Context: an optimization exercise on an open-source flow, tuned for small area, a short achievable clock period and few clock cycles. The choices shown serve that exercise and are no tape-out recipe. In this exercise RTL edits were held to simulation tests only and were not proved equivalent to the original. Power figures rest on the tool's default switching activity, not on a simulated workload.

## flow/design.v (module list and top-level ports; edited modules follow where they fit)
// module fcs_stats: 483 lines
// module fcs_sums: 618 lines
// module fcs_tst: 341 lines
module fcs_stats (
    input             clk,
    input             rst,
    input             req_valid,
    output            req_ready,
    input      [63:0] req_word,
    input             push_valid,
    input      [15:0] push_count,
    output reg        resp_valid,
    output     [31:0] resp_res,
    output     [55:0] resp_str,
    output     [2:0]  resp_len,
    output     [2:0]  resp_fault
);
  // ...
==> flow/run.sh <==
#!/bin/bash
# synth_recipe.tcl (not shown) runs the flow's synth.tcl, then flattens the netlist and writes it again
# the make line also repeats each setting of config.mk as NAME=value (left out here)
make -C /OpenROAD-flow-scripts/flow DESIGN_CONFIG=/design/flow/config.mk WORK_HOME=/design/flow/orfs CLKGATE_MAP_FILE= SYNTH_SCRIPT=/design/flow/synth_recipe.tcl finish
==> flow/config.mk <==
export PLATFORM = sky130hd
export DESIGN_NAME = fcs_stats
export DESIGN_NICKNAME = fcs_stats
export VERILOG_FILES = /design/flow/design.v
export SDC_FILE = /design/flow/constraint.sdc
export NUM_CORES = 4
export LEC_CHECK = 0
export ABC_AREA = 1
export CAP_MARGIN = 20
export CORE_MARGIN = 2
export CORE_UTILIZATION = 55
export PLACE_DENSITY = 0.7
export SETUP_SLACK_MARGIN = 1.0
export SLEW_MARGIN = 20
==> flow/constraint.sdc <==
create_clock -name core_clock -period 9.0 [get_ports {clk}]
set_input_delay 1.8000 -clock core_clock [delete_from_list [all_inputs] [get_ports {clk}]]
set_output_delay 1.8000 -clock core_clock [all_outputs]
set_load 0.01 [all_outputs]
==> run_results.csv, run 1 <==
group,metric,value,unit
drt,vias,43700,
synth,synth_compound_area_share,20.7,%
final_layout,fin_util,64.8,%
setup_path,worstReg2RegStart,"fl_e",
die,num_tap_cells,978,
drt,wl_met2,71300,um
final_layout,reg_top3,"rb (128), x (24), s_total (19)",
drt,antenna_left,0,
power_and_ir_drop,pg_comb,0.0120,W
setup_path,setup.worst_path.end,"s_exc",
setup_path,critical-path-slowest-cell,"fa_1",
die,fp.dieH,280,um
status,status,"complete, no violations",
final_layout,insertedDiodeCount,10,
sta,relSlewSlack,6.80,%
sta,worstMarginPinSlew,1390,ps
clock_network,clk_pin_slew,70,ps
die,initial_utilization,55.3,%
final_layout,multi_input_area,30000,um^2
setup_path,cp_top_family,"adder cells",
power_and_ir_drop,power-top-group,"combinational cells",
drt,drtIter0Drc,4314,
synth,ys_seq_elements,321,
setup_path,cp.arrival,8260,ps
grt,grt_use_met1,48.5,%
clock_network,post_cts_buffers,49,
drt,drc,0,
synth,synth_top_family_by_area,"simple AND/OR/NAND/NOR gates",
sta,min_period_over_period,88.6,%
final_layout,area.sequential,8570,um^2
drt,viasPerCell,5.90,
Testbench counts, summed over its fixed seeds: cycles 18,756.
==> module fcs_stats, before the edit <==
module fcs_stats (
    input             clk,
    input             rst,
    input             req_valid,
    output            req_ready,
    input      [63:0] req_word,
    input             push_valid,
    input      [15:0] push_count,
    output reg        resp_valid,
    output     [31:0] resp_res,
    output     [55:0] resp_str,
    output     [2:0]  resp_len,
    output     [2:0]  resp_fault
);
    localparam CAP = 8, SHORT = 4, W_HIGH = 4, T_UP = 100, T_DOWN = 80;
    localparam OP_RB_COPY      = 5'h0B;
    localparam OP_RB_SELECT    = 5'h0C;
    localparam OP_RB_STATS     = 5'h0D;
    localparam OP_RB_EXCURSION = 5'h0E;
    localparam OP_RB_DRIFT     = 5'h0F;
    localparam OP_RB_SHRINK    = 5'h10;
    localparam OP_SNAP_READ    = 5'h11;
    localparam OP_ISQRT        = 5'h12;
    localparam OP_FMT          = 5'h13;
    localparam F_NONE       = 3'd0;
    localparam F_ILLEGAL_OP = 3'd1;
    localparam F_BAD_WINDOW = 3'd5;
    localparam F_STATS_UNAV = 3'd6;
    localparam F_FMT_RANGE  = 3'd7;
    localparam SQ_RA = 6;
    localparam SQ_K  = 4;
    localparam SQ_N  = 2;
    localparam SQ_F  = 16 - SQ_RA - SQ_K * SQ_N;
    reg [15:0] rb [0:CAP-1];
    reg [2:0]  cursor;
    reg [3:0]  valid;
    wire [2:0] cursor_p = push_valid ? cursor + 3'd1 : cursor;
    wire [3:0] valid_p  = (push_valid && !valid[3]) ? valid + 4'd1 : valid;
    always @(posedge clk) begin
        if (push_valid)
            rb[cursor_p] <= push_count;
    end
    reg [7:0]  nxt_oh;
    reg [2:0]  c_cursor;
    reg [3:0]  c_valid;
    reg        range_hi;
    reg        s_avail;
    reg [3:0]  s_window;
    reg [18:0] s_total;
    reg [17:0] s_newer;
    reg [17:0] s_short;
    reg [15:0] s_rlong;
    reg        busy;           
    reg        st1;            
    reg        fl_e, fl_d;     
    reg        dr_wait;        
    reg        s_exc, s_drift;
    reg        dv_run;         
    reg [2:0]  dv_cnt;
    reg        sq_run;
    reg [1:0]  sq_cnt;
    reg [2:0]  fault_r;
    reg [3:0]  small_r;
    reg        t_snap, t_exc, t_drift, t_sqrt, t_fmt;
    reg [3:0]  snap_sel;
    reg [2:0]  f_p, f_d;
    reg [23:0] x;              
    reg [16:0] sq_rem;
    reg [15:0] sq_root;
    assign req_ready = !busy;
    wire accept = req_valid && !busy;
    wire [4:0]  op  = req_word[63:59];
    wire [10:0] rsv = req_word[58:48];
    wire [7:0]  opc = req_word[47:40];
    wire [7:0]  opb = req_word[39:32];
    wire [31:0] opa = req_word[31:0];
    reg legal;
    always @(*) begin
        case (op)
            OP_RB_COPY, OP_RB_EXCURSION, OP_RB_DRIFT, OP_RB_SHRINK:
                legal = (rsv == 0) && (opc == 0) && (opb == 0) && (opa == 0);
            OP_RB_SELECT, OP_RB_STATS, OP_ISQRT:
                legal = (rsv == 0) && (opc == 0) && (opb == 0);
            OP_SNAP_READ:
                legal = (rsv == 0) && (opc == 0) && (opa == 0) && (opb <= 8'd12);
            OP_FMT:
                legal = (rsv == 0);
            default:
                legal = 1'b0;
        endcase
    end
    reg next_hi;
    always @(*) begin
        next_hi = range_hi;
        if (!range_hi && opa > T_UP)
            next_hi = 1'b1;
        else if (range_hi && opa < T_DOWN)
            next_hi = 1'b0;
    end
    wire [3:0] sel_base   = next_hi ? W_HIGH : CAP;
    wire [3:0] sel_window = (sel_base < c_valid) ? sel_base : c_valid;
    wire       opa_small = (opa[31:4] == 28'd0);
    wire       win_bad   = !opa_small || (opa[3:0] < SHORT) || (opa[3:0] > c_valid);
    wire       win_fast  = (opa[3:0] == 4'd4) || (opa[3:0] == 4'd8);
    reg fmt_vok;
    always @(*) begin
        case (opc[2:0])
            3'd1:    fmt_vok = opa < 32'd10;
            3'd2:    fmt_vok = opa < 32'd100;
            3'd3:    fmt_vok = opa < 32'd1000;
            3'd4:    fmt_vok = opa < 32'd10000;
            3'd5:    fmt_vok = opa < 32'd100000;
            default: fmt_vok = opa < 32'd1000000;
        endcase
    end
    wire fmt_ok = (opc >= 8'd1) && (opc <= 8'd6) && (opb <= 8'd6) &&
                  (opb < opc) && fmt_vok;
    function [32:0] sq_row;    
        input [16:0] rem;
        input [15:0] root;
        input [1:0]  bits;
        reg   [18:0] rs;
        reg   [17:0] tr;
        reg   [19:0] df;
        begin
            rs = {rem, bits};
            tr = {root, 2'b01};
            df = {1'b0, rs} - {2'b0, tr};
            if (!df[19])
                sq_row = {df[16:0], root[14:0], 1'b1};
            else
                sq_row = {rs[16:0], root[14:0], 1'b0};
        end
    endfunction
    reg [16:0] ra_rem;  reg [15:0] ra_root;
    reg [16:0] it_rem;  reg [15:0] it_root;
    reg [15:0] fi_root;      
    integer r;
    always @(*) begin
        ra_rem = 17'd0; ra_root = 16'd0;
        for (r = 0; r < SQ_RA; r = r + 1)
            {ra_rem, ra_root} = sq_row(ra_rem, ra_root, opa[31 - 2*r -: 2]);
        it_rem = sq_rem; it_root = sq_root;
        fi_root = sq_root;
        for (r = 0; r < SQ_K; r = r + 1) begin
            {it_rem, it_root} = sq_row(it_rem, it_root, x[23 - 2*r -: 2]);
            if (r == SQ_F - 1)
                fi_root = it_root;
        end
    end
    reg  [15:0] rbn [0:CAP-1];
    reg  [3:0]  a_sel, a_mn, a_mf;
    reg  [2:0]  age;
    integer j;
    always @(*) begin
        for (j = 0; j < CAP; j = j + 1)
            rbn[j] = (push_valid && nxt_oh[j]) ? push_count : rb[j];
        for (j = 0; j < 4; j = j + 1) begin
            age      = c_cursor - j[2:0];
            a_sel[j] = age[2];
            a_mn[j]  = {1'b0, age[1:0]} < opa[3:1];
            a_mf[j]  = {2'b0, age[1:0]} + 4'd4 < opa[3:0];
        end
    end
    reg [15:0] nv [0:3];
    reg [15:0] nm [0:3];
    reg [15:0] fm [0:3];
    always @(*) begin
        for (j = 0; j < 4; j = j + 1) begin
            nv[j] = a_sel[j] ? rbn[j + 4] : rbn[j];
            nm[j] = nv[j] & {16{a_mn[j]}};
            fm[j] = (a_sel[j] ? rbn[j] : rbn[j + 4]) & {16{a_mf[j]}};
        end
    end
    wire [17:0] sum_short, sum_newer;
    wire [18:0] sum_total;
    fcs_sums u_sums (.n0(nv[0]), .n1(nv[1]), .n2(nv[2]), .n3(nv[3]),
                     .f0(fm[0]), .f1(fm[1]), .f2(fm[2]), .f3(fm[3]),
                     .m0(nm[0]), .m1(nm[1]), .m2(nm[2]), .m3(nm[3]),
                     .short(sum_short), .total(sum_total), .newer(sum_newer));
    function [3:0] div_st;    
        input [2:0] rm;
        input       b;
        input [2:0] w;
        reg   [3:0] t;
        begin
            t = {rm, b};
            if (t >= {1'b0, w})
                div_st = {1'b1, t[2:0] - w};
            else
                div_st = {1'b0, t[2:0]};
        end
    endfunction
    reg [2:0] dv_rm;
    reg [3:0] dv_q;
    integer   d;
    always @(*) begin
        dv_rm = sq_rem[2:0];
        for (d = 0; d < 4; d = d + 1)
            {dv_q[3 - d], dv_rm} = div_st(dv_rm, x[23 - d], s_window[2:0]);
    end
    wire [18:0] s_older  = s_total - {1'b0, s_newer};
    wire [15:0] s_rshort = s_short[17:2];
    wire        s_tolv   = (s_total != 19'd0);
    reg  [6:0]  s_tol;
    always @(*) begin
        if      (s_total == 19'd0)  s_tol = 7'd0;
        else if (s_total < 19'd4)    s_tol = 7'd100;
        else if (s_total < 19'd9)    s_tol = 7'd50;
        else if (s_total < 19'd16)   s_tol = 7'd33;
        else if (s_total < 19'd25)   s_tol = 7'd25;
        else if (s_total < 19'd36)   s_tol = 7'd20;
        else if (s_total < 19'd49)   s_tol = 7'd16;
        else if (s_total < 19'd64)   s_tol = 7'd14;
        else if (s_total < 19'd81)   s_tol = 7'd12;
        else if (s_total < 19'd100)  s_tol = 7'd11;
        else if (s_total < 19'd121)  s_tol = 7'd10;
        else if (s_total < 19'd144)  s_tol = 7'd9;
        else if (s_total < 19'd169)  s_tol = 7'd8;
        else if (s_total < 19'd225)  s_tol = 7'd7;
        else if (s_total < 19'd289)  s_tol = 7'd6;
        else if (s_total < 19'd441)  s_tol = 7'd5;
        else if (s_total < 19'd676)  s_tol = 7'd4;
        else if (s_total < 19'd1156) s_tol = 7'd3;
        else if (s_total < 19'd2601) s_tol = 7'd2;
        else if (s_total < 19'd10201) s_tol = 7'd1;
        else                          s_tol = 7'd0;
    end
    wire [18:0] tA  = fl_e ? {3'd0, s_rlong}  : {s_newer, 1'b0};
    wire [18:0] tB  = fl_e ? {3'd0, s_rshort} : s_total;
    wire [19:0] tD  = {1'b0, tA} - {1'b0, tB};
    wire        tS  = tD[19];
    wire [18:0] tX  = tD[18:0] ^ {19{tS}};
    wire        tBig = (tX[18:11] != 8'd0) || (tS && (tX[10:0] == 11'h7FF));
    wire [13:0] thr = s_rlong[15:2];
    wire [23:0] tR1 = fl_e ? ~{6'd0, thr, 4'd0} : ~{2'd0, s_total, 3'd0};
    wire [23:0] tR2 = fl_e ? ~{8'd0, thr, 2'd0} : {5'd0, s_total};
    wire        tNeg;
    fcs_tst u_tst (.e(tX[10:0]), .s(tS), .r1(tR1), .r2(tR2), .c0(fl_e), .neg(tNeg));
    wire        t_fire = tBig || !tNeg;
    reg [31:0] snap_val;
    always @(*) begin
        case (snap_sel)
            4'd0:    snap_val = {31'd0, s_avail};
            4'd1:    snap_val = {28'd0, s_window};
            4'd2:    snap_val = {13'd0, s_total};
            4'd3:    snap_val = {14'd0, s_newer};
            4'd4:    snap_val = {13'd0, s_older};
            4'd5:    snap_val = {14'd0, s_short};
            4'd6:    snap_val = {16'd0, s_rlong};
            4'd7:    snap_val = {16'd0, s_rshort};
            4'd8:    snap_val = {25'd0, s_tol};
            4'd9:    snap_val = {31'd0, s_tolv};
            4'd10:   snap_val = {31'd0, range_hi};
            4'd11:   snap_val = {29'd0, c_cursor};
            default: snap_val = {28'd0, c_valid};
        endcase
    end
    function [3:0] add3;
        input [3:0] dg;
        case (dg)
            4'd5:    add3 = 4'd8;
            4'd6:    add3 = 4'd9;
            4'd7:    add3 = 4'd10;
            4'd8:    add3 = 4'd11;
            4'd9:    add3 = 4'd12;
            default: add3 = dg;
        endcase
    endfunction
    function [23:0] bin2bcd;
        input [19:0] v;
        reg   [23:0] b;
        integer i, k;
        begin
            b = 24'd0;
            for (i = 19; i >= 0; i = i - 1) begin
                for (k = 0; k < 6; k = k + 1)
                    b[4*k +: 4] = add3(b[4*k +: 4]);
                b = {b[22:0], v[i]};
            end
            bin2bcd = b;
        end
    endfunction
    wire [23:0] bcd = x[23:0];
    reg  [5:0]  blank;       
    reg  [55:0] fmt_str;
    wire [2:0]  fmt_len = (f_p != 3'd0) ? f_d + 3'd1 : f_d;
    reg         zabove;
    reg  [2:0]  jsel;
    reg         after, isdot, inr;
    reg  [3:0]  nib;
    reg         bl;
    integer     jj, k;
    always @(*) begin
        zabove = 1'b1;
        for (jj = 5; jj >= 0; jj = jj - 1) begin
            zabove    = zabove && (bcd[4*jj +: 4] == 4'd0);
            blank[jj] = zabove && (jj > f_p);
        end
        for (k = 0; k < 7; k = k + 1) begin
            after = (f_p != 3'd0) && ({1'b0, f_p} + k > {1'b0, f_d});
            isdot = (f_p != 3'd0) && ({1'b0, f_p} + k == {1'b0, f_d});
            inr   = (k < fmt_len);
            jsel  = f_d - 3'd1 - k[2:0] + {2'b0, after};
            nib   = bcd[4*jsel +: 4];
            bl    = blank[jsel];
            fmt_str[55 - 8*k -: 8] = !inr ? 8'h00 : isdot ? 8'h2E : bl ? 8'h20 : {4'h3, nib};
        end
    end
    assign resp_fault = fault_r;
    assign resp_res   = t_snap  ? snap_val :
                        t_exc   ? {31'd0, s_exc} :
                        t_drift ? {31'd0, s_drift} :
                        t_sqrt  ? {16'd0, fi_root} :
                        {28'd0, small_r};
    assign resp_str   = t_fmt ? fmt_str : 56'd0;
    assign resp_len   = t_fmt ? fmt_len : 3'd0;
    always @(posedge clk) begin
        if (rst) begin
            resp_valid <= 1'b0;
            busy       <= 1'b0;
            st1        <= 1'b0;
            fl_e       <= 1'b0;
            fl_d       <= 1'b0;
            dr_wait    <= 1'b0;
            dv_run     <= 1'b0;
            sq_run     <= 1'b0;
            cursor     <= 3'd7;
            nxt_oh     <= 8'd1;
            valid      <= 4'd0;
            c_cursor   <= 3'd7;
            c_valid    <= 4'd0;
            range_hi   <= 1'b0;
            s_avail    <= 1'b0;
            s_window   <= 4'd0;
            s_total    <= 19'd0;
            s_newer    <= 18'd0;
            s_short    <= 18'd0;
            s_rlong    <= 16'd0;
        end else begin
            resp_valid <= 1'b0;
            cursor <= cursor_p;
            nxt_oh <= push_valid ? {nxt_oh[6:0], nxt_oh[7]} : nxt_oh;
            valid  <= valid_p;
            st1  <= 1'b0;
            fl_e <= 1'b0;
            fl_d <= fl_e;
            if (fl_e)
                s_exc <= t_fire;
            else if (fl_d)
                s_drift <= t_fire;
            if (dr_wait) begin
                dr_wait    <= 1'b0;
                busy       <= 1'b0;
                resp_valid <= 1'b1;
            end
            if (st1) begin
                if (!(s_window[3] || s_window[2:0] == 3'd4)) begin
                    x      <= {1'b0, s_total, 4'd0};
                    sq_rem <= 17'd0;
                    dv_cnt <= 3'd0;
                    dv_run <= 1'b1;
                end
            end
            if (dv_run) begin
                s_rlong <= {s_rlong[11:0], dv_q};
                sq_rem  <= {14'd0, dv_rm};
                x       <= {x[19:0], 4'd0};
                dv_cnt  <= dv_cnt + 3'd1;
                if (dv_cnt == 3'd4) begin
                    dv_run     <= 1'b0;
                    fl_e       <= 1'b1;
                    busy       <= 1'b0;
                    resp_valid <= 1'b1;
                end
            end
            if (sq_run) begin
                sq_rem  <= it_rem;
                sq_root <= it_root;
                x       <= {x[23 - 2*SQ_K:0], {(2*SQ_K){1'b0}}};
                sq_cnt  <= sq_cnt + 2'd1;
                if (sq_cnt == SQ_N - 1) begin
                    sq_run     <= 1'b0;
                    busy       <= 1'b0;
                    resp_valid <= 1'b1;
                end
            end
            if (accept) begin
                fault_r <= F_NONE;
                small_r <= 4'd0;
                t_snap  <= 1'b0;
                t_exc   <= 1'b0;
                t_drift <= 1'b0;
                t_sqrt  <= 1'b0;
                t_fmt   <= 1'b0;
                resp_valid <= 1'b1;
                if (!legal) begin
                    fault_r <= F_ILLEGAL_OP;
                end else begin
                    case (op)
                    OP_RB_COPY: begin
                        c_cursor <= cursor_p;
                        c_valid  <= valid_p;
                    end
                    OP_RB_SELECT: begin
                        range_hi <= next_hi;
                        small_r  <= sel_window;
                    end
                    OP_RB_STATS: begin
                        if (c_valid < SHORT) begin
                            s_avail  <= 1'b0;
                            s_window <= 4'd0;
                            s_total  <= 19'd0;
                            s_newer  <= 18'd0;
                            s_short  <= 18'd0;
                            s_rlong  <= 16'd0;
                        end else if (win_bad) begin
                            fault_r <= F_BAD_WINDOW;
                        end else begin
                            s_avail  <= 1'b1;
                            s_window <= opa[3:0];
                            small_r  <= 4'd1;
                            s_short    <= sum_short;
                            s_newer    <= sum_newer;
                            s_total    <= sum_total;
                            s_rlong    <= opa[3] ? sum_total[18:3] : sum_total[17:2];
                            st1        <= 1'b1;
                            fl_e       <= win_fast;
                            if (!win_fast) begin
                                busy       <= 1'b1;
                                resp_valid <= 1'b0;
                            end
                        end
                    end
                    OP_RB_EXCURSION: begin
                        if (!s_avail) fault_r <= F_STATS_UNAV;
                        else          t_exc   <= 1'b1;
                    end
                    OP_RB_DRIFT: begin
                        if (!s_avail) begin
                            fault_r <= F_STATS_UNAV;
                        end else begin
                            t_drift <= 1'b1;
                            if (fl_e) begin
                                dr_wait    <= 1'b1;
                                busy       <= 1'b1;
                                resp_valid <= 1'b0;
                            end
                        end
                    end
                    OP_RB_SHRINK: begin
                        valid <= (valid_p > SHORT) ? SHORT : valid_p;
                    end
                    OP_SNAP_READ: begin
                        t_snap   <= 1'b1;
                        snap_sel <= opb[3:0];
                    end
                    OP_ISQRT: begin
                        t_sqrt     <= 1'b1;
                        sq_rem     <= ra_rem;
                        sq_root    <= ra_root;
                        x          <= {opa[31 - 2*SQ_RA:0], {(24 - 32 + 2*SQ_RA){1'b0}}};
                        sq_cnt     <= 2'd0;
                        sq_run     <= 1'b1;
                        busy       <= 1'b1;
                        resp_valid <= 1'b0;
                    end
                    default: begin   
                        if (!fmt_ok) begin
                            fault_r <= F_FMT_RANGE;
                        end else begin
                            t_fmt <= 1'b1;
                            x     <= bin2bcd(opa[19:0]);
                            f_p   <= opb[2:0];
                            f_d   <= opc[2:0];
                        end
                    end
                    endcase
                end
            end
        end
    end
endmodule
==> run 2, diff against run 1 <==
--- a/flow/design.v
+++ b/flow/design.v
@@ -127,23 +127,26 @@
             tr = {root, 2'b01};
             df = {1'b0, rs} - {2'b0, tr};
             if (!df[19])
                 sq_row = {df[16:0], root[14:0], 1'b1};
             else
                 sq_row = {rs[16:0], root[14:0], 1'b0};
         end
     endfunction
+    wire [2:0] ra6_r;
+    wire [3:0] ra6_m;
+    fcs_isq6 u_isq6 (.v(opa[31:26]), .r(ra6_r), .m(ra6_m));
     reg [16:0] ra_rem;  reg [15:0] ra_root;
     reg [16:0] it_rem;  reg [15:0] it_root;
     reg [15:0] fi_root;      
     integer r;
     always @(*) begin
-        ra_rem = 17'd0; ra_root = 16'd0;
-        for (r = 0; r < SQ_RA; r = r + 1)
+        ra_rem = {13'd0, ra6_m}; ra_root = {13'd0, ra6_r};
+        for (r = 3; r < SQ_RA; r = r + 1)
             {ra_rem, ra_root} = sq_row(ra_rem, ra_root, opa[31 - 2*r -: 2]);
         it_rem = sq_rem; it_root = sq_root;
         fi_root = sq_root;
         for (r = 0; r < SQ_K; r = r + 1) begin
             {it_rem, it_root} = sq_row(it_rem, it_root, x[23 - 2*r -: 2]);
             if (r == SQ_F - 1)
                 fi_root = it_root;
         end
@@ -153,18 +156,20 @@
     reg  [2:0]  age;
     integer j;
     always @(*) begin
         for (j = 0; j < CAP; j = j + 1)
             rbn[j] = (push_valid && nxt_oh[j]) ? push_count : rb[j];
         for (j = 0; j < 4; j = j + 1) begin
             age      = c_cursor - j[2:0];
             a_sel[j] = age[2];
-            a_mn[j]  = {1'b0, age[1:0]} < opa[3:1];
-            a_mf[j]  = {2'b0, age[1:0]} + 4'd4 < opa[3:0];
+            a_mn[j]  = (age[1:0] < 2'd2) ||
+                       ((opa[3] || (opa[2] && opa[1])) && age[1:0] == 2'd2) ||
+                       (opa[3] && age[1:0] == 2'd3);
+            a_mf[j]  = opa[3] || (opa[2] && (age[1:0] < opa[1:0]));
         end
     end
     reg [15:0] nv [0:3];
     reg [15:0] nm [0:3];
     reg [15:0] fm [0:3];
     always @(*) begin
         for (j = 0; j < 4; j = j + 1) begin
             nv[j] = a_sel[j] ? rbn[j + 4] : rbn[j];
@@ -221,19 +226,20 @@
         else if (s_total < 19'd289)  s_tol = 7'd6;
         else if (s_total < 19'd441)  s_tol = 7'd5;
         else if (s_total < 19'd676)  s_tol = 7'd4;
         else if (s_total < 19'd1156) s_tol = 7'd3;
         else if (s_total < 19'd2601) s_tol = 7'd2;
         else if (s_total < 19'd10201) s_tol = 7'd1;
         else                          s_tol = 7'd0;
     end
-    wire [18:0] tA  = fl_e ? {3'd0, s_rlong}  : {s_newer, 1'b0};
-    wire [18:0] tB  = fl_e ? {3'd0, s_rshort} : s_total;
-    wire [19:0] tD  = {1'b0, tA} - {1'b0, tB};
+    wire [19:0] eD, dD;
+    fcs_sub20 u_esub (.a({4'd0, s_rlong}), .b({4'd0, s_rshort}), .d(eD));
+    fcs_sub20 u_dsub (.a({1'b0, s_newer, 1'b0}), .b({1'b0, s_total}), .d(dD));
+    wire [19:0] tD  = fl_e ? eD : dD;
     wire        tS  = tD[19];
     wire [18:0] tX  = tD[18:0] ^ {19{tS}};
     wire        tBig = (tX[18:11] != 8'd0) || (tS && (tX[10:0] == 11'h7FF));
     wire [13:0] thr = s_rlong[15:2];
     wire [23:0] tR1 = fl_e ? ~{6'd0, thr, 4'd0} : ~{2'd0, s_total, 3'd0};
     wire [23:0] tR2 = fl_e ? ~{8'd0, thr, 2'd0} : {5'd0, s_total};
     wire        tNeg;
     fcs_tst u_tst (.e(tX[10:0]), .s(tS), .r1(tR1), .r2(tR2), .c0(fl_e), .neg(tNeg));
@@ -476,16 +482,197 @@
                         end
                     end
                     endcase
                 end
             end
         end
     end
 endmodule
+module fcs_sub20 (input [19:0] a, input [19:0] b, output [19:0] d);
+    wire [19:0] nb = ~b;
+    wire t_1 = a[0] ^ nb[0];
+    wire t_21 = a[0] | nb[0];
+    wire t_2 = a[1] ^ nb[1];
+    wire t_22 = a[1] & nb[1];
+    wire t_3 = a[2] ^ nb[2];
+    wire t_23 = a[2] & nb[2];
+    wire t_4 = a[3] ^ nb[3];
+    wire t_24 = a[3] & nb[3];
+    wire t_5 = a[4] ^ nb[4];
+    wire t_25 = a[4] & nb[4];
+    wire t_6 = a[5] ^ nb[5];
+    wire t_26 = a[5] & nb[5];
+    wire t_7 = a[6] ^ nb[6];
+    wire t_27 = a[6] & nb[6];
+    wire t_8 = a[7] ^ nb[7];
+    wire t_28 = a[7] & nb[7];
+    wire t_9 = a[8] ^ nb[8];
+    wire t_29 = a[8] & nb[8];
+    wire t_10 = a[9] ^ nb[9];
+    wire t_30 = a[9] & nb[9];
+    wire t_11 = a[10] ^ nb[10];
+    wire t_31 = a[10] & nb[10];
+    wire t_12 = a[11] ^ nb[11];
+    wire t_32 = a[11] & nb[11];
+    wire t_13 = a[12] ^ nb[12];
+    wire t_33 = a[12] & nb[12];
+    wire t_14 = a[13] ^ nb[13];
+    wire t_34 = a[13] & nb[13];
+    wire t_15 = a[14] ^ nb[14];
+    wire t_35 = a[14] & nb[14];
+    wire t_16 = a[15] ^ nb[15];
+    wire t_36 = a[15] & nb[15];
+    wire t_17 = a[16] ^ nb[16];
+    wire t_37 = a[16] & nb[16];
+    wire t_18 = a[17] ^ nb[17];
+    wire t_38 = a[17] & nb[17];
+    wire t_19 = a[18] ^ nb[18];
+    wire t_39 = a[18] & nb[18];
+    wire t_20 = a[19] ^ nb[19];
+    wire t_40 = a[19] & nb[19];
+    wire t_41 = t_22 | (t_2 & t_21);
+    wire t_42 = t_2 & 1'b0;
+    wire t_43 = t_24 | (t_4 & t_23);
+    wire t_44 = t_4 & t_3;
+    wire t_45 = t_26 | (t_6 & t_25);
+    wire t_46 = t_6 & t_5;
+    wire t_47 = t_28 | (t_8 & t_27);
+    wire t_48 = t_8 & t_7;
+    wire t_49 = t_30 | (t_10 & t_29);
+    wire t_50 = t_10 & t_9;
+    wire t_51 = t_32 | (t_12 & t_31);
+    wire t_52 = t_12 & t_11;
+    wire t_53 = t_34 | (t_14 & t_33);
+    wire t_54 = t_14 & t_13;
+    wire t_55 = t_36 | (t_16 & t_35);
+    wire t_56 = t_16 & t_15;
+    wire t_57 = t_38 | (t_18 & t_37);
+    wire t_58 = t_18 & t_17;
+    wire t_59 = t_40 | (t_20 & t_39);
+    wire t_60 = t_20 & t_19;
+    wire t_61 = t_43 | (t_44 & t_41);
+    wire t_62 = t_44 & t_42;
+    wire t_63 = t_47 | (t_48 & t_45);
+    wire t_64 = t_48 & t_46;
+    wire t_65 = t_51 | (t_52 & t_49);
+    wire t_66 = t_52 & t_50;
+    wire t_67 = t_55 | (t_56 & t_53);
+    wire t_68 = t_56 & t_54;
+    wire t_69 = t_59 | (t_60 & t_57);
+    wire t_70 = t_60 & t_58;
+    wire t_71 = t_63 | (t_64 & t_61);
+    wire t_72 = t_64 & t_62;
+    wire t_73 = t_67 | (t_68 & t_65);
+    wire t_74 = t_68 & t_66;
+    wire t_75 = t_73 | (t_74 & t_71);
+    wire t_76 = t_74 & t_72;
+    wire t_77 = t_65 | (t_66 & t_71);
+    wire t_78 = t_66 & t_72;
+    wire t_79 = t_69 | (t_70 & t_75);
+    wire t_80 = t_70 & t_76;
+    wire t_81 = t_45 | (t_46 & t_61);
+    wire t_82 = t_46 & t_62;
+    wire t_83 = t_49 | (t_50 & t_71);
+    wire t_84 = t_50 & t_72;
+    wire t_85 = t_53 | (t_54 & t_77);
+    wire t_86 = t_54 & t_78;
+    wire t_87 = t_57 | (t_58 & t_75);
+    wire t_88 = t_58 & t_76;
+    wire t_89 = t_23 | (t_3 & t_41);
+    wire t_90 = t_3 & t_42;
+    wire t_91 = t_25 | (t_5 & t_61);
+    wire t_92 = t_5 & t_62;
+    wire t_93 = t_27 | (t_7 & t_81);
+    wire t_94 = t_7 & t_82;
+    wire t_95 = t_29 | (t_9 & t_71);
+    wire t_96 = t_9 & t_72;
+    wire t_97 = t_31 | (t_11 & t_83);
+    wire t_98 = t_11 & t_84;
+    wire t_99 = t_33 | (t_13 & t_77);
+    wire t_100 = t_13 & t_78;
+    wire t_101 = t_35 | (t_15 & t_85);
+    wire t_102 = t_15 & t_86;
+    wire t_103 = t_37 | (t_17 & t_75);
+    wire t_104 = t_17 & t_76;
+    wire t_105 = t_39 | (t_19 & t_87);
+    wire t_106 = t_19 & t_88;
+    assign d = {t_20 ^ t_105, t_19 ^ t_87, t_18 ^ t_103, t_17 ^ t_75, t_16 ^ t_101, t_15 ^ t_85, t_14 ^ t_99, t_13 ^ t_77, t_12 ^ t_97, t_11 ^ t_83, t_10 ^ t_95, t_9 ^ t_71, t_8 ^ t_93, t_7 ^ t_81, t_6 ^ t_91, t_5 ^ t_61, t_4 ^ t_89, t_3 ^ t_41, t_2 ^ t_21, ~t_1};
+endmodule
+module fcs_isq6 (input [5:0] v, output reg [2:0] r, output reg [3:0] m);
+    always @(*) begin
+        case (v)
+            6'd0: begin r = 3'd0; m = 4'd0; end
+            6'd1: begin r = 3'd1; m = 4'd0; end
+            6'd2: begin r = 3'd1; m = 4'd1; end
+            6'd3: begin r = 3'd1; m = 4'd2; end
+            6'd4: begin r = 3'd2; m = 4'd0; end
+            6'd5: begin r = 3'd2; m = 4'd1; end
+            6'd6: begin r = 3'd2; m = 4'd2; end
+            6'd7: begin r = 3'd2; m = 4'd3; end
+            6'd8: begin r = 3'd2; m = 4'd4; end
+            6'd9: begin r = 3'd3; m = 4'd0; end
+            6'd10: begin r = 3'd3; m = 4'd1; end
+            6'd11: begin r = 3'd3; m = 4'd2; end
+            6'd12: begin r = 3'd3; m = 4'd3; end
+            6'd13: begin r = 3'd3; m = 4'd4; end
+            6'd14: begin r = 3'd3; m = 4'd5; end
+            6'd15: begin r = 3'd3; m = 4'd6; end
+            6'd16: begin r = 3'd4; m = 4'd0; end
+            6'd17: begin r = 3'd4; m = 4'd1; end
+            6'd18: begin r = 3'd4; m = 4'd2; end
+            6'd19: begin r = 3'd4; m = 4'd3; end
+            6'd20: begin r = 3'd4; m = 4'd4; end
+            6'd21: begin r = 3'd4; m = 4'd5; end
+            6'd22: begin r = 3'd4; m = 4'd6; end
+            6'd23: begin r = 3'd4; m = 4'd7; end
+            6'd24: begin r = 3'd4; m = 4'd8; end
+            6'd25: begin r = 3'd5; m = 4'd0; end
+            6'd26: begin r = 3'd5; m = 4'd1; end
+            6'd27: begin r = 3'd5; m = 4'd2; end
+            6'd28: begin r = 3'd5; m = 4'd3; end
+            6'd29: begin r = 3'd5; m = 4'd4; end
+            6'd30: begin r = 3'd5; m = 4'd5; end
+            6'd31: begin r = 3'd5; m = 4'd6; end
+            6'd32: begin r = 3'd5; m = 4'd7; end
+            6'd33: begin r = 3'd5; m = 4'd8; end
+            6'd34: begin r = 3'd5; m = 4'd9; end
+            6'd35: begin r = 3'd5; m = 4'd10; end
+            6'd36: begin r = 3'd6; m = 4'd0; end
+            6'd37: begin r = 3'd6; m = 4'd1; end
+            6'd38: begin r = 3'd6; m = 4'd2; end
+            6'd39: begin r = 3'd6; m = 4'd3; end
+            6'd40: begin r = 3'd6; m = 4'd4; end
+            6'd41: begin r = 3'd6; m = 4'd5; end
+            6'd42: begin r = 3'd6; m = 4'd6; end
+            6'd43: begin r = 3'd6; m = 4'd7; end
+            6'd44: begin r = 3'd6; m = 4'd8; end
+            6'd45: begin r = 3'd6; m = 4'd9; end
+            6'd46: begin r = 3'd6; m = 4'd10; end
+            6'd47: begin r = 3'd6; m = 4'd11; end
+            6'd48: begin r = 3'd6; m = 4'd12; end
+            6'd49: begin r = 3'd7; m = 4'd0; end
+            6'd50: begin r = 3'd7; m = 4'd1; end
+            6'd51: begin r = 3'd7; m = 4'd2; end
+            6'd52: begin r = 3'd7; m = 4'd3; end
+            6'd53: begin r = 3'd7; m = 4'd4; end
+            6'd54: begin r = 3'd7; m = 4'd5; end
+            6'd55: begin r = 3'd7; m = 4'd6; end
+            6'd56: begin r = 3'd7; m = 4'd7; end
+            6'd57: begin r = 3'd7; m = 4'd8; end
+            6'd58: begin r = 3'd7; m = 4'd9; end
+            6'd59: begin r = 3'd7; m = 4'd10; end
+            6'd60: begin r = 3'd7; m = 4'd11; end
+            6'd61: begin r = 3'd7; m = 4'd12; end
+            6'd62: begin r = 3'd7; m = 4'd13; end
+            6'd63: begin r = 3'd7; m = 4'd14; end
+            default: begin r = 3'd0; m = 4'd0; end
+        endcase
+    end
+endmodule
 module fcs_sums (input [15:0] n0, n1, n2, n3, f0, f1, f2, f3, m0, m1, m2, m3,
                  output [17:0] short, output [18:0] total, output [17:0] newer);
     wire t_1 = n0[0] ^ n1[0];
     wire t_2 = n0[0] & n1[0];
     wire t_3 = n0[1] ^ n1[1] ^ n2[1];
     wire t_4 = (n0[1] & n1[1]) | (n0[1] & n2[1]) | (n1[1] & n2[1]);
     wire t_5 = n0[2] ^ n1[2] ^ n2[2];
     wire t_6 = (n0[2] & n1[2]) | (n0[2] & n2[2]) | (n1[2] & n2[2]);
@@ -858,251 +1045,289 @@
     wire t_367 = t_350 | (t_332 & t_349);
     wire t_368 = t_332 & t_331;
     wire t_369 = t_352 | (t_334 & t_351);
     wire t_370 = t_334 & t_333;
     wire t_371 = t_354 | (t_336 & t_353);
     wire t_372 = t_336 & t_335;
     wire t_373 = t_356 | (t_338 & t_355);
     wire t_374 = t_338 & t_337;
-    wire t_375 = t_359 | (t_360 & t_357);
-    wire t_376 = t_360 & t_358;
-    wire t_377 = t_363 | (t_364 & t_361);
-    wire t_378 = t_364 & t_362;
-    wire t_379 = t_367 | (t_368 & t_365);
-    wire t_380 = t_368 & t_366;
-    wire t_381 = t_371 | (t_372 & t_369);
-    wire t_382 = t_372 & t_370;
-    wire t_383 = t_377 | (t_378 & t_375);
-    wire t_384 = t_378 & t_376;
-    wire t_385 = t_381 | (t_382 & t_379);
-    wire t_386 = t_382 & t_380;
-    wire t_387 = t_385 | (t_386 & t_383);
-    wire t_388 = t_386 & t_384;
-    wire t_389 = t_379 | (t_380 & t_383);
-    wire t_390 = t_380 & t_384;
-    wire t_391 = t_361 | (t_362 & t_375);
-    wire t_392 = t_362 & t_376;
-    wire t_393 = t_365 | (t_366 & t_383);
-    wire t_394 = t_366 & t_384;
-    wire t_395 = t_369 | (t_370 & t_389);
-    wire t_396 = t_370 & t_390;
-    wire t_397 = t_373 | (t_374 & t_387);
-    wire t_398 = t_374 & t_388;
-    wire t_399 = t_341 | (t_323 & t_357);
-    wire t_400 = t_323 & t_358;
-    wire t_401 = t_343 | (t_325 & t_375);
-    wire t_402 = t_325 & t_376;
-    wire t_403 = t_345 | (t_327 & t_391);
-    wire t_404 = t_327 & t_392;
-    wire t_405 = t_347 | (t_329 & t_383);
-    wire t_406 = t_329 & t_384;
-    wire t_407 = t_349 | (t_331 & t_393);
-    wire t_408 = t_331 & t_394;
-    wire t_409 = t_351 | (t_333 & t_389);
-    wire t_410 = t_333 & t_390;
-    wire t_411 = t_353 | (t_335 & t_395);
-    wire t_412 = t_335 & t_396;
-    wire t_413 = t_355 | (t_337 & t_387);
-    wire t_414 = t_337 & t_388;
-    assign short = {t_338 ^ t_413, t_337 ^ t_387, t_336 ^ t_411, t_335 ^ t_395, t_334 ^ t_409, t_333 ^ t_389, t_332 ^ t_407, t_331 ^ t_393, t_330 ^ t_405, t_329 ^ t_383, t_328 ^ t_403, t_327 ^ t_391, t_326 ^ t_401, t_325 ^ t_375, t_324 ^ t_399, t_323 ^ t_357, t_322 ^ t_339, t_321};
-    wire t_415 = ta[0] ^ tb[0];
-    wire t_434 = ta[0] & tb[0];
-    wire t_416 = ta[1] ^ tb[1];
-    wire t_435 = ta[1] & tb[1];
-    wire t_417 = ta[2] ^ tb[2];
-    wire t_436 = ta[2] & tb[2];
-    wire t_418 = ta[3] ^ tb[3];
-    wire t_437 = ta[3] & tb[3];
-    wire t_419 = ta[4] ^ tb[4];
-    wire t_438 = ta[4] & tb[4];
-    wire t_420 = ta[5] ^ tb[5];
-    wire t_439 = ta[5] & tb[5];
-    wire t_421 = ta[6] ^ tb[6];
-    wire t_440 = ta[6] & tb[6];
-    wire t_422 = ta[7] ^ tb[7];
-    wire t_441 = ta[7] & tb[7];
-    wire t_423 = ta[8] ^ tb[8];
-    wire t_442 = ta[8] & tb[8];
-    wire t_424 = ta[9] ^ tb[9];
-    wire t_443 = ta[9] & tb[9];
-    wire t_425 = ta[10] ^ tb[10];
-    wire t_444 = ta[10] & tb[10];
-    wire t_426 = ta[11] ^ tb[11];
-    wire t_445 = ta[11] & tb[11];
-    wire t_427 = ta[12] ^ tb[12];
-    wire t_446 = ta[12] & tb[12];
-    wire t_428 = ta[13] ^ tb[13];
-    wire t_447 = ta[13] & tb[13];
-    wire t_429 = ta[14] ^ tb[14];
-    wire t_448 = ta[14] & tb[14];
-    wire t_430 = ta[15] ^ tb[15];
-    wire t_449 = ta[15] & tb[15];
-    wire t_431 = ta[16] ^ tb[16];
-    wire t_450 = ta[16] & tb[16];
-    wire t_432 = ta[17] ^ tb[17];
-    wire t_451 = ta[17] & tb[17];
-    wire t_433 = ta[18] ^ tb[18];
-    wire t_452 = ta[18] & tb[18];
-    wire t_453 = t_435 | (t_416 & t_434);
-    wire t_454 = t_416 & t_415;
-    wire t_455 = t_437 | (t_418 & t_436);
-    wire t_456 = t_418 & t_417;
-    wire t_457 = t_439 | (t_420 & t_438);
-    wire t_458 = t_420 & t_419;
-    wire t_459 = t_441 | (t_422 & t_440);
-    wire t_460 = t_422 & t_421;
-    wire t_461 = t_443 | (t_424 & t_442);
-    wire t_462 = t_424 & t_423;
-    wire t_463 = t_445 | (t_426 & t_444);
-    wire t_464 = t_426 & t_425;
+    wire t_375 = t_341 | (t_323 & t_357);
+    wire t_376 = t_323 & t_358;
+    wire t_377 = t_359 | (t_360 & t_357);
+    wire t_378 = t_360 & t_358;
+    wire t_379 = t_345 | (t_327 & t_361);
+    wire t_380 = t_327 & t_362;
+    wire t_381 = t_363 | (t_364 & t_361);
+    wire t_382 = t_364 & t_362;
+    wire t_383 = t_349 | (t_331 & t_365);
+    wire t_384 = t_331 & t_366;
+    wire t_385 = t_367 | (t_368 & t_365);
+    wire t_386 = t_368 & t_366;
+    wire t_387 = t_353 | (t_335 & t_369);
+    wire t_388 = t_335 & t_370;
+    wire t_389 = t_371 | (t_372 & t_369);
+    wire t_390 = t_372 & t_370;
+    wire t_391 = t_343 | (t_325 & t_377);
+    wire t_392 = t_325 & t_378;
+    wire t_393 = t_361 | (t_362 & t_377);
+    wire t_394 = t_362 & t_378;
+    wire t_395 = t_379 | (t_380 & t_377);
+    wire t_396 = t_380 & t_378;
+    wire t_397 = t_381 | (t_382 & t_377);
+    wire t_398 = t_382 & t_378;
+    wire t_399 = t_351 | (t_333 & t_385);
+    wire t_400 = t_333 & t_386;
+    wire t_401 = t_369 | (t_370 & t_385);
+    wire t_402 = t_370 & t_386;
+    wire t_403 = t_387 | (t_388 & t_385);
+    wire t_404 = t_388 & t_386;
+    wire t_405 = t_389 | (t_390 & t_385);
+    wire t_406 = t_390 & t_386;
+    wire t_407 = t_347 | (t_329 & t_397);
+    wire t_408 = t_329 & t_398;
+    wire t_409 = t_365 | (t_366 & t_397);
+    wire t_410 = t_366 & t_398;
+    wire t_411 = t_383 | (t_384 & t_397);
+    wire t_412 = t_384 & t_398;
+    wire t_413 = t_385 | (t_386 & t_397);
+    wire t_414 = t_386 & t_398;
+    wire t_415 = t_399 | (t_400 & t_397);
+    wire t_416 = t_400 & t_398;
+    wire t_417 = t_401 | (t_402 & t_397);
+    wire t_418 = t_402 & t_398;
+    wire t_419 = t_403 | (t_404 & t_397);
+    wire t_420 = t_404 & t_398;
+    wire t_421 = t_405 | (t_406 & t_397);
+    wire t_422 = t_406 & t_398;
+    wire t_423 = t_355 | (t_337 & t_421);
+    wire t_424 = t_337 & t_422;
+    wire t_425 = t_373 | (t_374 & t_421);
+    wire t_426 = t_374 & t_422;
+    assign short = {t_338 ^ t_423, t_337 ^ t_421, t_336 ^ t_419, t_335 ^ t_417, t_334 ^ t_415, t_333 ^ t_413, t_332 ^ t_411, t_331 ^ t_409, t_330 ^ t_407, t_329 ^ t_397, t_328 ^ t_395, t_327 ^ t_393, t_326 ^ t_391, t_325 ^ t_377, t_324 ^ t_375, t_323 ^ t_357, t_322 ^ t_339, t_321};
+    wire t_427 = ta[0] ^ tb[0];
+    wire t_446 = ta[0] & tb[0];
+    wire t_428 = ta[1] ^ tb[1];
+    wire t_447 = ta[1] & tb[1];
+    wire t_429 = ta[2] ^ tb[2];
+    wire t_448 = ta[2] & tb[2];
+    wire t_430 = ta[3] ^ tb[3];
+    wire t_449 = ta[3] & tb[3];
+    wire t_431 = ta[4] ^ tb[4];
+    wire t_450 = ta[4] & tb[4];
+    wire t_432 = ta[5] ^ tb[5];
+    wire t_451 = ta[5] & tb[5];
+    wire t_433 = ta[6] ^ tb[6];
+    wire t_452 = ta[6] & tb[6];
+    wire t_434 = ta[7] ^ tb[7];
+    wire t_453 = ta[7] & tb[7];
+    wire t_435 = ta[8] ^ tb[8];
+    wire t_454 = ta[8] & tb[8];
+    wire t_436 = ta[9] ^ tb[9];
+    wire t_455 = ta[9] & tb[9];
+    wire t_437 = ta[10] ^ tb[10];
+    wire t_456 = ta[10] & tb[10];
+    wire t_438 = ta[11] ^ tb[11];
+    wire t_457 = ta[11] & tb[11];
+    wire t_439 = ta[12] ^ tb[12];
+    wire t_458 = ta[12] & tb[12];
+    wire t_440 = ta[13] ^ tb[13];
+    wire t_459 = ta[13] & tb[13];
+    wire t_441 = ta[14] ^ tb[14];
+    wire t_460 = ta[14] & tb[14];
+    wire t_442 = ta[15] ^ tb[15];
+    wire t_461 = ta[15] & tb[15];
+    wire t_443 = ta[16] ^ tb[16];
+    wire t_462 = ta[16] & tb[16];
+    wire t_444 = ta[17] ^ tb[17];
+    wire t_463 = ta[17] & tb[17];
+    wire t_445 = ta[18] ^ tb[18];
+    wire t_464 = ta[18] & tb[18];
     wire t_465 = t_447 | (t_428 & t_446);
     wire t_466 = t_428 & t_427;
     wire t_467 = t_449 | (t_430 & t_448);
     wire t_468 = t_430 & t_429;
     wire t_469 = t_451 | (t_432 & t_450);
     wire t_470 = t_432 & t_431;
-    wire t_471 = t_455 | (t_456 & t_453);
-    wire t_472 = t_456 & t_454;
-    wire t_473 = t_459 | (t_460 & t_457);
-    wire t_474 = t_460 & t_458;
-    wire t_475 = t_463 | (t_464 & t_461);
-    wire t_476 = t_464 & t_462;
-    wire t_477 = t_467 | (t_468 & t_465);
-    wire t_478 = t_468 & t_466;
-    wire t_479 = t_473 | (t_474 & t_471);
-    wire t_480 = t_474 & t_472;
-    wire t_481 = t_477 | (t_478 & t_475);
-    wire t_482 = t_478 & t_476;
-    wire t_483 = t_481 | (t_482 & t_479);
-    wire t_484 = t_482 & t_480;
-    wire t_485 = t_475 | (t_476 & t_479);
-    wire t_486 = t_476 & t_480;
-    wire t_487 = t_457 | (t_458 & t_471);
-    wire t_488 = t_458 & t_472;
-    wire t_489 = t_461 | (t_462 & t_479);
-    wire t_490 = t_462 & t_480;
-    wire t_491 = t_465 | (t_466 & t_485);
-    wire t_492 = t_466 & t_486;
-    wire t_493 = t_469 | (t_470 & t_483);
-    wire t_494 = t_470 & t_484;
-    wire t_495 = t_436 | (t_417 & t_453);
-    wire t_496 = t_417 & t_454;
-    wire t_497 = t_438 | (t_419 & t_471);
-    wire t_498 = t_419 & t_472;
-    wire t_499 = t_440 | (t_421 & t_487);
-    wire t_500 = t_421 & t_488;
-    wire t_501 = t_442 | (t_423 & t_479);
-    wire t_502 = t_423 & t_480;
-    wire t_503 = t_444 | (t_425 & t_489);
-    wire t_504 = t_425 & t_490;
-    wire t_505 = t_446 | (t_427 & t_485);
-    wire t_506 = t_427 & t_486;
-    wire t_507 = t_448 | (t_429 & t_491);
-    wire t_508 = t_429 & t_492;
-    wire t_509 = t_450 | (t_431 & t_483);
-    wire t_510 = t_431 & t_484;
-    wire t_511 = t_452 | (t_433 & t_493);
-    wire t_512 = t_433 & t_494;
-    assign total = {t_433 ^ t_493, t_432 ^ t_509, t_431 ^ t_483, t_430 ^ t_507, t_429 ^ t_491, t_428 ^ t_505, t_427 ^ t_485, t_426 ^ t_503, t_425 ^ t_489, t_424 ^ t_501, t_423 ^ t_479, t_422 ^ t_499, t_421 ^ t_487, t_420 ^ t_497, t_419 ^ t_471, t_418 ^ t_495, t_417 ^ t_453, t_416 ^ t_434, t_415};
-    wire t_513 = na[0] ^ nb[0];
-    wire t_531 = na[0] & nb[0];
-    wire t_514 = na[1] ^ nb[1];
-    wire t_532 = na[1] & nb[1];
-    wire t_515 = na[2] ^ nb[2];
-    wire t_533 = na[2] & nb[2];
-    wire t_516 = na[3] ^ nb[3];
-    wire t_534 = na[3] & nb[3];
-    wire t_517 = na[4] ^ nb[4];
-    wire t_535 = na[4] & nb[4];
-    wire t_518 = na[5] ^ nb[5];
-    wire t_536 = na[5] & nb[5];
-    wire t_519 = na[6] ^ nb[6];
-    wire t_537 = na[6] & nb[6];
-    wire t_520 = na[7] ^ nb[7];
-    wire t_538 = na[7] & nb[7];
-    wire t_521 = na[8] ^ nb[8];
-    wire t_539 = na[8] & nb[8];
-    wire t_522 = na[9] ^ nb[9];
-    wire t_540 = na[9] & nb[9];
-    wire t_523 = na[10] ^ nb[10];
-    wire t_541 = na[10] & nb[10];
-    wire t_524 = na[11] ^ nb[11];
-    wire t_542 = na[11] & nb[11];
-    wire t_525 = na[12] ^ nb[12];
-    wire t_543 = na[12] & nb[12];
-    wire t_526 = na[13] ^ nb[13];
-    wire t_544 = na[13] & nb[13];
-    wire t_527 = na[14] ^ nb[14];
-    wire t_545 = na[14] & nb[14];
-    wire t_528 = na[15] ^ nb[15];
-    wire t_546 = na[15] & nb[15];
-    wire t_529 = na[16] ^ nb[16];
-    wire t_547 = na[16] & nb[16];
-    wire t_530 = na[17] ^ nb[17];
-    wire t_548 = na[17] & nb[17];
-    wire t_549 = t_532 | (t_514 & t_531);
-    wire t_550 = t_514 & t_513;
-    wire t_551 = t_534 | (t_516 & t_533);
-    wire t_552 = t_516 & t_515;
-    wire t_553 = t_536 | (t_518 & t_535);
-    wire t_554 = t_518 & t_517;
-    wire t_555 = t_538 | (t_520 & t_537);
-    wire t_556 = t_520 & t_519;
-    wire t_557 = t_540 | (t_522 & t_539);
-    wire t_558 = t_522 & t_521;
-    wire t_559 = t_542 | (t_524 & t_541);
-    wire t_560 = t_524 & t_523;
-    wire t_561 = t_544 | (t_526 & t_543);
-    wire t_562 = t_526 & t_525;
-    wire t_563 = t_546 | (t_528 & t_545);
-    wire t_564 = t_528 & t_527;
-    wire t_565 = t_548 | (t_530 & t_547);
-    wire t_566 = t_530 & t_529;
-    wire t_567 = t_551 | (t_552 & t_549);
-    wire t_568 = t_552 & t_550;
-    wire t_569 = t_555 | (t_556 & t_553);
-    wire t_570 = t_556 & t_554;
-    wire t_571 = t_559 | (t_560 & t_557);
-    wire t_572 = t_560 & t_558;
-    wire t_573 = t_563 | (t_564 & t_561);
-    wire t_574 = t_564 & t_562;
-    wire t_575 = t_569 | (t_570 & t_567);
-    wire t_576 = t_570 & t_568;
-    wire t_577 = t_573 | (t_574 & t_571);
-    wire t_578 = t_574 & t_572;
-    wire t_579 = t_577 | (t_578 & t_575);
-    wire t_580 = t_578 & t_576;
-    wire t_581 = t_571 | (t_572 & t_575);
-    wire t_582 = t_572 & t_576;
-    wire t_583 = t_553 | (t_554 & t_567);
-    wire t_584 = t_554 & t_568;
-    wire t_585 = t_557 | (t_558 & t_575);
-    wire t_586 = t_558 & t_576;
-    wire t_587 = t_561 | (t_562 & t_581);
-    wire t_588 = t_562 & t_582;
-    wire t_589 = t_565 | (t_566 & t_579);
-    wire t_590 = t_566 & t_580;
-    wire t_591 = t_533 | (t_515 & t_549);
-    wire t_592 = t_515 & t_550;
-    wire t_593 = t_535 | (t_517 & t_567);
-    wire t_594 = t_517 & t_568;
-    wire t_595 = t_537 | (t_519 & t_583);
-    wire t_596 = t_519 & t_584;
-    wire t_597 = t_539 | (t_521 & t_575);
-    wire t_598 = t_521 & t_576;
-    wire t_599 = t_541 | (t_523 & t_585);
-    wire t_600 = t_523 & t_586;
-    wire t_601 = t_543 | (t_525 & t_581);
-    wire t_602 = t_525 & t_582;
-    wire t_603 = t_545 | (t_527 & t_587);
-    wire t_604 = t_527 & t_588;
-    wire t_605 = t_547 | (t_529 & t_579);
-    wire t_606 = t_529 & t_580;
-    assign newer = {t_530 ^ t_605, t_529 ^ t_579, t_528 ^ t_603, t_527 ^ t_587, t_526 ^ t_601, t_525 ^ t_581, t_524 ^ t_599, t_523 ^ t_585, t_522 ^ t_597, t_521 ^ t_575, t_520 ^ t_595, t_519 ^ t_583, t_518 ^ t_593, t_517 ^ t_567, t_516 ^ t_591, t_515 ^ t_549, t_514 ^ t_531, t_513};
+    wire t_471 = t_453 | (t_434 & t_452);
+    wire t_472 = t_434 & t_433;
+    wire t_473 = t_455 | (t_436 & t_454);
+    wire t_474 = t_436 & t_435;
+    wire t_475 = t_457 | (t_438 & t_456);
+    wire t_476 = t_438 & t_437;
+    wire t_477 = t_459 | (t_440 & t_458);
+    wire t_478 = t_440 & t_439;
+    wire t_479 = t_461 | (t_442 & t_460);
+    wire t_480 = t_442 & t_441;
+    wire t_481 = t_463 | (t_444 & t_462);
+    wire t_482 = t_444 & t_443;
+    wire t_483 = t_448 | (t_429 & t_465);
+    wire t_484 = t_429 & t_466;
+    wire t_485 = t_467 | (t_468 & t_465);
+    wire t_486 = t_468 & t_466;
+    wire t_487 = t_452 | (t_433 & t_469);
+    wire t_488 = t_433 & t_470;
+    wire t_489 = t_471 | (t_472 & t_469);
+    wire t_490 = t_472 & t_470;
+    wire t_491 = t_456 | (t_437 & t_473);
+    wire t_492 = t_437 & t_474;
+    wire t_493 = t_475 | (t_476 & t_473);
+    wire t_494 = t_476 & t_474;
+    wire t_495 = t_460 | (t_441 & t_477);
+    wire t_496 = t_441 & t_478;
+    wire t_497 = t_479 | (t_480 & t_477);
+    wire t_498 = t_480 & t_478;
+    wire t_499 = t_464 | (t_445 & t_481);
+    wire t_500 = t_445 & t_482;
+    wire t_501 = t_450 | (t_431 & t_485);
+    wire t_502 = t_431 & t_486;
+    wire t_503 = t_469 | (t_470 & t_485);
+    wire t_504 = t_470 & t_486;
+    wire t_505 = t_487 | (t_488 & t_485);
+    wire t_506 = t_488 & t_486;
+    wire t_507 = t_489 | (t_490 & t_485);
+    wire t_508 = t_490 & t_486;
+    wire t_509 = t_458 | (t_439 & t_493);
+    wire t_510 = t_439 & t_494;
+    wire t_511 = t_477 | (t_478 & t_493);
+    wire t_512 = t_478 & t_494;
+    wire t_513 = t_495 | (t_496 & t_493);
+    wire t_514 = t_496 & t_494;
+    wire t_515 = t_497 | (t_498 & t_493);
+    wire t_516 = t_498 & t_494;
+    wire t_517 = t_454 | (t_435 & t_507);
+    wire t_518 = t_435 & t_508;
+    wire t_519 = t_473 | (t_474 & t_507);
+    wire t_520 = t_474 & t_508;
+    wire t_521 = t_491 | (t_492 & t_507);
+    wire t_522 = t_492 & t_508;
+    wire t_523 = t_493 | (t_494 & t_507);
+    wire t_524 = t_494 & t_508;
+    wire t_525 = t_509 | (t_510 & t_507);
+    wire t_526 = t_510 & t_508;
+    wire t_527 = t_511 | (t_512 & t_507);
+    wire t_528 = t_512 & t_508;
+    wire t_529 = t_513 | (t_514 & t_507);
+    wire t_530 = t_514 & t_508;
+    wire t_531 = t_515 | (t_516 & t_507);
+    wire t_532 = t_516 & t_508;
+    wire t_533 = t_462 | (t_443 & t_531);
+    wire t_534 = t_443 & t_532;
+    wire t_535 = t_481 | (t_482 & t_531);
+    wire t_536 = t_482 & t_532;
+    wire t_537 = t_499 | (t_500 & t_531);
+    wire t_538 = t_500 & t_532;
+    assign total = {t_445 ^ t_535, t_444 ^ t_533, t_443 ^ t_531, t_442 ^ t_529, t_441 ^ t_527, t_440 ^ t_525, t_439 ^ t_523, t_438 ^ t_521, t_437 ^ t_519, t_436 ^ t_517, t_435 ^ t_507, t_434 ^ t_505, t_433 ^ t_503, t_432 ^ t_501, t_431 ^ t_485, t_430 ^ t_483, t_429 ^ t_465, t_428 ^ t_446, t_427};
+    wire t_539 = na[0] ^ nb[0];
+    wire t_557 = na[0] & nb[0];
+    wire t_540 = na[1] ^ nb[1];
+    wire t_558 = na[1] & nb[1];
+    wire t_541 = na[2] ^ nb[2];
+    wire t_559 = na[2] & nb[2];
+    wire t_542 = na[3] ^ nb[3];
+    wire t_560 = na[3] & nb[3];
+    wire t_543 = na[4] ^ nb[4];
+    wire t_561 = na[4] & nb[4];
+    wire t_544 = na[5] ^ nb[5];
+    wire t_562 = na[5] & nb[5];
+    wire t_545 = na[6] ^ nb[6];
+    wire t_563 = na[6] & nb[6];
+    wire t_546 = na[7] ^ nb[7];
+    wire t_564 = na[7] & nb[7];
+    wire t_547 = na[8] ^ nb[8];
+    wire t_565 = na[8] & nb[8];
+    wire t_548 = na[9] ^ nb[9];
+    wire t_566 = na[9] & nb[9];
+    wire t_549 = na[10] ^ nb[10];
+    wire t_567 = na[10] & nb[10];
+    wire t_550 = na[11] ^ nb[11];
+    wire t_568 = na[11] & nb[11];
+    wire t_551 = na[12] ^ nb[12];
+    wire t_569 = na[12] & nb[12];
+    wire t_552 = na[13] ^ nb[13];
+    wire t_570 = na[13] & nb[13];
+    wire t_553 = na[14] ^ nb[14];
+    wire t_571 = na[14] & nb[14];
+    wire t_554 = na[15] ^ nb[15];
+    wire t_572 = na[15] & nb[15];
+    wire t_555 = na[16] ^ nb[16];
+    wire t_573 = na[16] & nb[16];
+    wire t_556 = na[17] ^ nb[17];
+    wire t_574 = na[17] & nb[17];
+    wire t_575 = t_558 | (t_540 & t_557);
+    wire t_576 = t_540 & t_539;
+    wire t_577 = t_560 | (t_542 & t_559);
+    wire t_578 = t_542 & t_541;
+    wire t_579 = t_562 | (t_544 & t_561);
+    wire t_580 = t_544 & t_543;
+    wire t_581 = t_564 | (t_546 & t_563);
+    wire t_582 = t_546 & t_545;
+    wire t_583 = t_566 | (t_548 & t_565);
+    wire t_584 = t_548 & t_547;
+    wire t_585 = t_568 | (t_550 & t_567);
+    wire t_586 = t_550 & t_549;
+    wire t_587 = t_570 | (t_552 & t_569);
+    wire t_588 = t_552 & t_551;
+    wire t_589 = t_572 | (t_554 & t_571);
+    wire t_590 = t_554 & t_553;
+    wire t_591 = t_574 | (t_556 & t_573);
+    wire t_592 = t_556 & t_555;
+    wire t_593 = t_559 | (t_541 & t_575);
+    wire t_594 = t_541 & t_576;
+    wire t_595 = t_577 | (t_578 & t_575);
+    wire t_596 = t_578 & t_576;
+    wire t_597 = t_563 | (t_545 & t_579);
+    wire t_598 = t_545 & t_580;
+    wire t_599 = t_581 | (t_582 & t_579);
+    wire t_600 = t_582 & t_580;
+    wire t_601 = t_567 | (t_549 & t_583);
+    wire t_602 = t_549 & t_584;
+    wire t_603 = t_585 | (t_586 & t_583);
+    wire t_604 = t_586 & t_584;
+    wire t_605 = t_571 | (t_553 & t_587);
+    wire t_606 = t_553 & t_588;
+    wire t_607 = t_589 | (t_590 & t_587);
+    wire t_608 = t_590 & t_588;
+    wire t_609 = t_561 | (t_543 & t_595);
+    wire t_610 = t_543 & t_596;
+    wire t_611 = t_579 | (t_580 & t_595);
+    wire t_612 = t_580 & t_596;
+    wire t_613 = t_597 | (t_598 & t_595);
+    wire t_614 = t_598 & t_596;
+    wire t_615 = t_599 | (t_600 & t_595);
+    wire t_616 = t_600 & t_596;
+    wire t_617 = t_569 | (t_551 & t_603);
+    wire t_618 = t_551 & t_604;
+    wire t_619 = t_587 | (t_588 & t_603);
+    wire t_620 = t_588 & t_604;
+    wire t_621 = t_605 | (t_606 & t_603);
+    wire t_622 = t_606 & t_604;
+    wire t_623 = t_607 | (t_608 & t_603);
+    wire t_624 = t_608 & t_604;
+    wire t_625 = t_565 | (t_547 & t_615);
+    wire t_626 = t_547 & t_616;
+    wire t_627 = t_583 | (t_584 & t_615);
+    wire t_628 = t_584 & t_616;
+    wire t_629 = t_601 | (t_602 & t_615);
+    wire t_630 = t_602 & t_616;
+    wire t_631 = t_603 | (t_604 & t_615);
+    wire t_632 = t_604 & t_616;
+    wire t_633 = t_617 | (t_618 & t_615);
+    wire t_634 = t_618 & t_616;
+    wire t_635 = t_619 | (t_620 & t_615);
+    wire t_636 = t_620 & t_616;
+    wire t_637 = t_621 | (t_622 & t_615);
+    wire t_638 = t_622 & t_616;
+    wire t_639 = t_623 | (t_624 & t_615);
+    wire t_640 = t_624 & t_616;
+    wire t_641 = t_573 | (t_555 & t_639);
+    wire t_642 = t_555 & t_640;
+    wire t_643 = t_591 | (t_592 & t_639);
+    wire t_644 = t_592 & t_640;
+    assign newer = {t_556 ^ t_641, t_555 ^ t_639, t_554 ^ t_637, t_553 ^ t_635, t_552 ^ t_633, t_551 ^ t_631, t_550 ^ t_629, t_549 ^ t_627, t_548 ^ t_625, t_547 ^ t_615, t_546 ^ t_613, t_545 ^ t_611, t_544 ^ t_609, t_543 ^ t_595, t_542 ^ t_593, t_541 ^ t_575, t_540 ^ t_557, t_539};
 endmodule
 module fcs_tst (input [10:0] e, input s, input [23:0] r1, input [23:0] r2, input c0, output neg);
     wire t_1 = (e[0] & e[5]) ^ (e[1] & e[4]);
     wire t_2 = (e[0] & e[5]) & (e[1] & e[4]);
     wire t_3 = (e[0] & e[6]) ^ (e[1] & e[5]);
     wire t_4 = (e[0] & e[6]) & (e[1] & e[5]);
     wire t_5 = (e[0] & e[7]) ^ (e[1] & e[6]) ^ (e[2] & e[5]);
     wire t_6 = ((e[0] & e[7]) & (e[1] & e[6])) | ((e[0] & e[7]) & (e[2] & e[5])) | ((e[1] & e[6]) & (e[2] & e[5]));
--- a/flow/config.mk
+++ b/flow/config.mk
@@ -5,10 +5,10 @@
 export SDC_FILE = /design/flow/constraint.sdc
 export NUM_CORES = 4
 export LEC_CHECK = 0
 export ABC_AREA = 1
 export CAP_MARGIN = 20
 export CORE_MARGIN = 2
 export CORE_UTILIZATION = 55
 export PLACE_DENSITY = 0.7
-export SETUP_SLACK_MARGIN = 1.0
+export SETUP_SLACK_MARGIN = 1.5
 export SLEW_MARGIN = 20
==> run_results.csv, run 2 <==
group,metric,value,unit
power_and_ir_drop,p_leak,23.4,nW
sta,hold_ws,466,ps
synth,async_flop_share,0,%
die,initial_utilization,55.6,%
power_and_ir_drop,p_clk_share,8.3,%
clock_network,cts_buffers,39,
final_layout,final_cell_mix,"nand2_1, inv_1, nor2_1",
setup_path,cp_top_family,"adder cells",
synth,synth_edf_count,214,
power_and_ir_drop,irDropWorstVdd,1.12,mV
synth,post-synth-top-area-fraction,15.2,%
setup_path,cp.arrival,8260,ps
setup_path,ff2ff_path_depth,39,
sta,min_period_over_period,86.0,%
drt,antenna_left,0,
final_layout,layout_commonest_cell,"nand2_1",
drt,vias,44300,
synth,synthCells,6086,
setup_path,critical_path.endpoint_type,"register",
setup_path,crit_buf_inv,5,
power_and_ir_drop,swShare,56.2,%
final_layout,fin_util,68.1,%
drt,drtIter0Drc,4488,
sta,grt_setup_unrepaired,"yes",
power_and_ir_drop,p_int,0.00860,W
setup_path,critical-path-slowest-cell,"fa_1",
sta,skew,47.4,ps
power_and_ir_drop,powerDensity,379,nW/um^2
die,ioPinCount,180,
synth,ys_seq_elements,321,
min_path,hold_depth,2,
setup_path,critPathMaxFanout,9,
clock_network,clock_latency,600,ps
synth,synthTopCellsByArea,"edfxtp_1, fa_1, nand2_1, ha_1, inv_1",
grt,grt.total_usage,36.8,%
setup_path,worstReg2RegStart,"s_total[0]",
clock_network,tritoncts,"done",
setup_path,start_kind,"input pin",
final_layout,top_register,"rb",
final_layout,final_cells,7475,
drt,viasPerCell,5.93,
sta,finalSetupViolations,0,
drt,drc,0,
grt,grt_pass1_vias,40700,
drt,wl,154000,um
drt,dr.pass1.iters,7,
die,die_area,79100,um^2
sta,maxSlewViolCount,20,
status,status,"finished with violations",
synth,syn_area,42300,um^2
setup_path,r2r-end,"s_exc",
synth,ys_seq_area_share,20.3,%
final_layout,final_layout_size_suffix_gt1_share,17.9,%
flow_run,maxCapViolations,1,
final_layout,synthToLayoutAreaGrowth,22.4,%
status,so_faults,"capacitance limit, slew limit",
placement,hpwl,117000,um
final_layout,area.sequential,8580,um^2
min_path,min_from,"nxt_oh[3]",
power_and_ir_drop,p_seq_share,8.4,%
final_layout,largest_reg_flops,128,
sta,worstMarginPinSlew,1540,ps
die,fp.dieH,281,um
grt,overflow,0,
final_layout,multi_input_area,32400,um^2
grt,antenna_found_initial,7,
clock_network,clk_pin_slew,60,ps
sta,relSlewSlack,-2.54,%
power_and_ir_drop,p_comb_share,83.3,%
clock_network,cts.root.buffer_cell,"clkbuf_16",
final_layout,reg_top3,"rb (128), x (24), s_total (19)",
run 2: changes by cell type after synthesis, moves of 13 or more:
cell      change
o32ai_1      +20
nor3_1       -16
o22ai_1      +16
o21ai_0      +38
o211ai_1     -15
a21oi_1      -24
nand2_1      -68
o21ai_1      +19
ha_1         +13
inv_2        +25
run 2: worst max-delay path by stage:
stage                      startpoint          end  slack, ps  depth (start not counted)
after global routing        sq_rem[2]   sq_rem[10]        920                         44
after detailed placement  req_word[1]  s_rlong[14]        -70                         35
final                      push_valid  s_rlong[15]       1260                         31
after global placement    req_word[1]  s_rlong[14]        -50                         33
after floorplan           req_word[1]  s_rlong[14]        870                         34
after CTS                  s_total[3]        s_exc       1180                         41
run 2: final cells by class:
type,count,share of cell area [%]
well taps,1030,2.49
repair buffers,486,8.27
multi-input cells,4539,62.6
clock buffers,56,2.23
inverters,1025,7.58
flip-flops and latches,321,16.6
diodes,4,0.0193
repair inverters,1,0.0145
clock inverters,13,0.256
run 2: routing by layer:
layer,global-route usage (%),wire length [um],vias to the layer above
li1,-,-,20900
met1,46.6,59800,20900
met2,61.7,72800,2065
met3,5.54,12800,517
met4,17.0,8560,6
met5,0,39,-
run 2: timing repair:
| action | in CTS | in global routing |
|---|---|---|
| hold buffers | 0 | 0 |
| gates resized for setup | 228 | 654 |
| cloned | 3 | 3 |
| setup endpoints to repair | 55 | 58 |
| setup buffers | 52 | 112 |
| pin swaps | 53 | 241 |
run 2: kinds of logic (layout without fill, tap and decap cells):
group	count (synthesis)	count (layout)	synth area share [%]
AND/OR/NAND/NOR	2255	2255	22.4
AO/OA/AOI/OAI	1534	1534	21.1
buffers and inverters	1252	1581	11.4
adder cells (fa/ha/maj)	590	590	22.1
flip-flops	321	321	20.3
XOR/XNOR	128	128	2.65
multiplexers	4	4	0.0948
other	2	32	0.0178
run 2: power by group through the flow:
stage / combinational [W] / sequential, W / clock (W)
floorplan: 0.00846 / 0.00166 / 0
global placement: 0.0107 / 0.00168 / 0
detailed placement: 0.0109 / 0.00168 / 0
CTS: 0.0113 / 0.00165 / 0.00163
global route: 0.0177 / 0.00165 / 0.00168
finish: 0.0163 / 0.00165 / 0.00162
run 2: worst register-to-register path: cells and delay by family, from the launching register on:
kind | cells | cell delay [ps]
adder cells (fa/ha/maj) | 8 | 3420
AO/OA/AOI/OAI | 5 | 890
buffers and inverters | 18 | 1990
AND/OR/NAND/NOR | 8 | 860
flip-flops | 1 | 330
run 2: through the flow:
step	setup TNS (ps)	cell area (um^2)	setup slack, ps
detailed placement	-139	45600	-69.8
global placement	-48.7	45600	-47.2
finish	0	51700	1260
floorplan	0	42500	867
global route	0	51700	917
CTS	0	48100	1180
Testbench counts of run 2, summed over its fixed seeds: cycles 18,756.
